Context: an optimization exercise on an open-source flow, tuned for small area, a short achievable clock period and few clock cycles. The choices shown serve that exercise and are no tape-out recipe.
The RTL was checked by simulation tests, not by an equivalence proof against the original design.

== the reference run ==
Design sbse, start of the top module:
module sbse (
    input  wire        clk,
    input  wire        rst,
    input  wire        go,
    input  wire [19:0] start,
    input  wire [19:0] stop,
    output wire        ready,
    output wire        done,
    output reg         err,
    output reg  [19:0] count,
    output reg  [39:0] sum
);
    localparam STOP_MAX = 20'hFFFF9;     
    localparam NPRIME   = 8'd170;        
    localparam ND       = 16;       
    localparam S_IDLE   = 0,
               S_CHECK  = 1,
               S_CHECK2 = 2,
               S_SETUP  = 3,
               S_RANGE  = 4,
               S_RANGE2 = 5,
               S_RANGE3 = 6,
               S_SEG    = 7,
               S_SIEVE  = 8,
               S_READ   = 9,
               S_FLUSH  = 10,
               S_FIN0   = 11,
               S_MUL    = 12,
               S_LAST   = 13,
               S_RANGE4 = 14,
               S_LAST2  = 15,
               S_RANGE0 = 16,
               S_RANGE5 = 17;
    reg [17:0] state;              
    reg        done_q, ready_q;
    reg [1:0]  l2;
  ...
Size in the first run: roughly 8300 cells after synthesis, about 1300 flip-flops, ~110 I/O pins, ~75000 um^2 of cells after synthesis.
Settings: LEC_CHECK=0, CAP_MARGIN=20, CORE_MARGIN=2, CORE_UTILIZATION=40, PLACE_DENSITY=0.6, SLEW_MARGIN=20; clock period 12.0 ns.
standard.sh (not shown) runs the stock make flow with config.mk's settings and CLKGATE_MAP_FILE= SYNTH_SCRIPT=/design/flow/synth_recipe.tcl, a recipe that flattens the netlist after the stock synthesis.
==> flow/flow/run.sh <==
#!/bin/bash
# The standard layout (standard.sh), with the input and output port
# buffers chosen as sky130_fd_sc_hd__buf_4 instead of the resizer's default.
# The full make output goes to standard.log; ORFS keeps its per-step logs
# under orfs/logs.
set -euo pipefail
export BUFFER_PORTS_ARGS="-buffer_cell sky130_fd_sc_hd__buf_4"
bash standard.sh > standard.log 2>&1
Testbench counts of the reference run, summed over its fixed seeds: cycles 38,503.
Input-level comparison between the trial run and the reference run:
--- a/flow/design.v
+++ b/flow/design.v
@@ -26,23 +26,22 @@
                S_FLUSH  = 10,
                S_FIN0   = 11,
                S_MUL    = 12,
                S_LAST   = 13,
                S_RANGE4 = 14,
                S_LAST2  = 15,
                S_RANGE0 = 16,
                S_RANGE5 = 17;
     reg [17:0] state;              
     reg        done_q, ready_q;
     reg [1:0]  l2;
-    reg        acc;                
     assign done  = done_q;
     assign ready = ready_q;
     reg [19:0] r_start, r_stop;    
     reg [1:0]  rs, re;             
     reg [9:0]  root;               
     reg [12:0] srem;
     reg [4:0]  step;
     reg [1:0]  n23;                
     reg [2:0]  s23;                
     reg        bad;
     reg [18:0] j0;                 
@@ -375,24 +374,23 @@
         for (k = 0; k < 16; k = k + 1) begin
             rowA[k]  = inA  && (mA[7:4]  == k);
             colA[k]  = (mA[3:0]  == k);
             rowB[k]  = inB  && (mB[7:4]  == k);
             colB[k]  = (mB[3:0]  == k);
             rowA2[k] = inA2 && (mA2[7:4] == k);
             colA2[k] = (mA2[3:0] == k);
             rowB2[k] = inB2 && (mB2[7:4] == k);
             colB2[k] = (mB2[3:0] == k);
         end
     end
-    wire pipe_now   = !issuing && (dv == {(ND+1){1'b0}}) && !f1v && !f2v && !inA && !inB && !rd_on;
-    reg  pipe_empty;               
+    wire pipe_empty = !issuing && (dv == {(ND+1){1'b0}}) && !f1v && !f2v && !inA && !inB && !rd_on;
     reg        rv1, rv2, rv3, rv4, rv5;
     reg [4:0]  r2c;
     reg [7:0]  r2ci;
     reg [3:0]  r2par;
     reg [6:0]  rc3;
     reg        mbit, in_mul;
     reg [15:0] rm;
     reg [3:0]  q_ev, q_od, q_b1, q_b2, q_b3;
     reg [4:0]  rc;
     reg [9:0]  re_w;
     reg [22:0] k48;                
@@ -708,23 +706,22 @@
         q_b3 <= pc8(rm[15:8]);
         r2c   <= c_w;
         r2ci  <= ci_w;
         r2par <= j0[0] ? q_ev : q_od;
         rc    <= r2c;
         rc3   <= {2'b00, r2c} + {1'b0, r2c, 1'b0};
         re_w  <= e_w;
     end
     always @(posedge clk) begin
         if (rst) begin
             state   <= 18'd1 << S_IDLE;
-            acc     <= 1'b0;
             done_q  <= 1'b0;
             ready_q <= 1'b1;
             issuing <= 1'b0;
             dv      <= {(ND+1){1'b0}};
             f1v     <= 1'b0;
             f2v     <= 1'b0;
             rd_on   <= 1'b0;
             in_mul  <= 1'b0;
             rv1     <= 1'b0;
             rv2     <= 1'b0;
             rv3     <= 1'b0;
@@ -745,27 +742,24 @@
             if (issuing && !gap_now && (cut || pend))
                 issuing <= 1'b0;
             if (rd_on && {1'b0, ridx} == rd_nw - 5'd1)
                 rd_on <= 1'b0;
             rv1 <= rd_on;
             rv2 <= rv1;
             rv3 <= rv2;
             rv4 <= rv3;
             rv5 <= rv4;
             case (1'b1)
             state[S_IDLE]: begin
-                if (acc) begin
-                    acc   <= 1'b0;
-                    state <= 18'd1 << S_CHECK;
-                end else if (go) begin
-                    acc     <= 1'b1;
+                if (go) begin
+                    state   <= 18'd1 << S_CHECK;
                     done_q  <= 1'b0;
                     ready_q <= 1'b0;
                 end
             end
             state[S_CHECK]:  state <= 18'd1 << S_CHECK2;
             state[S_CHECK2]: begin
                 if (bad) begin
                     state   <= 18'd1 << S_IDLE;
                     done_q  <= 1'b1;
                     ready_q <= 1'b1;
                 end else
@@ -819,42 +813,45 @@
     always @(posedge clk) begin
         if (iss_ok) begin
             pi   <= pi1;
             pi1  <= pi1 + 8'd1;
             pend <= (pi1 == NPRIME);
         end
         if (rd_on) begin
             ridx   <= ridx + 4'd1;
             rd_len <= (rd_len[8:4] != 5'd0) ? rd_len - 9'd16 : 9'd0;
         end
         lastf <= ((state[S_MUL]) && mul_end) || (state[S_RANGE3] && emp);
-        pipe_empty <= pipe_now && !state[S_SEG] && !(state[S_SIEVE] && pipe_empty);
         err   <= bad;
-        count[5:0]   <= cnt_lo[5:0];
-        ccy          <= cnt_lo[6];
-        count[16:6]  <= count[16:6] + {10'd0, ccy};
+        if (!state[S_IDLE]) begin
+            count[5:0]   <= cnt_lo[5:0];
+            ccy          <= cnt_lo[6];
+            count[16:6]  <= count[16:6] + {10'd0, ccy};
+        end
         if (rv4)
             k48 <= k48 + {12'd0, rc3, 4'd0};
         if (in_mul)
             rx <= mbit ? {r_stop, r_start} : 40'd0;
         else if (rv4)
             rx <= {{16{1'b0}}, 14'd0, re_w} - {17'd0, k48};
         else
             rx <= 40'd0;
-        sum <= {sum_p3[10:1], sum_p2[10:1], sum_p1[10:1], sum_p0[9:0]};
-        sc1 <= sum_p0[10];
-        sc2 <= sum_p1[11];
-        sc3 <= sum_p2[11];
+        if (!state[S_IDLE]) begin
+            sum <= {sum_p3[10:1], sum_p2[10:1], sum_p1[10:1], sum_p0[9:0]};
+            sc1 <= sum_p0[10];
+            sc2 <= sum_p1[11];
+            sc3 <= sum_p2[11];
+        end
         case (1'b1)
         state[S_IDLE]: begin
-            if (go && ready_q) begin
+            if (go) begin
                 r_start <= start;
                 r_stop  <= stop;
             end
         end
         state[S_CHECK]: begin
             rs   <= 2'd0;
             re   <= 2'd0;
             root <= 10'd0;
             srem <= 13'd0;
             step <= 5'd0;
             k48  <= 23'd0;
The trial run has completed all stages; timing, DRC and antenna checks passed. Sum of routed wire length over all layers ends up higher on the trial run. Changes observed in the trial run relative to the reference run: setup slack of the worst register-to-register path higher, number of buffers outside the clock class in the layout lower, sequential share of layout area lower. The trial run vs. the reference run: part of the cycle the worst path needs moved down, number of vias per cell moved up, final area moved up, minimum period implied by the final worst setup slack moved down. Higher diode insertion count for antenna repair was reported by the reference run, not the trial run. Compared to the reference run, the trial run shows a wider setup margin.
Testbench counts of the trial run, summed over its fixed seeds: cycles 38,175.

separate check: timing with driven ports:
The results above use ideal ports. As a check the final layouts listed here were re-extracted and re-timed, cells and wires unchanged. Step 1 assumes that a clkbuf_16 drives the clock port and a buf_2 every other input. Step 2 times the ports against the registers' clock, not the clock port: input delays grow and output delays shrink by t, the midpoint of the rising clock arrivals with the driver on. a / b / c = ideal ports / drivers / drivers and shift; a / b = the first two.
run	t, ns	slack for setup (ns)	clock arrival spread, ns	worst register clock-pin slew, ns
the reference run	0.875	8.030 / 8.016 / 7.903	0.054 / 0.053	0.07 / 0.07
the trial run	0.879	8.075 / 7.982 / 8.059	0.075 / 0.075	0.07 / 0.07
After both steps every run listed still meets setup and hold. The setup slack of the reference run, which loses most, moves by -0.014 ns with the drivers and by -0.127 ns with both steps.
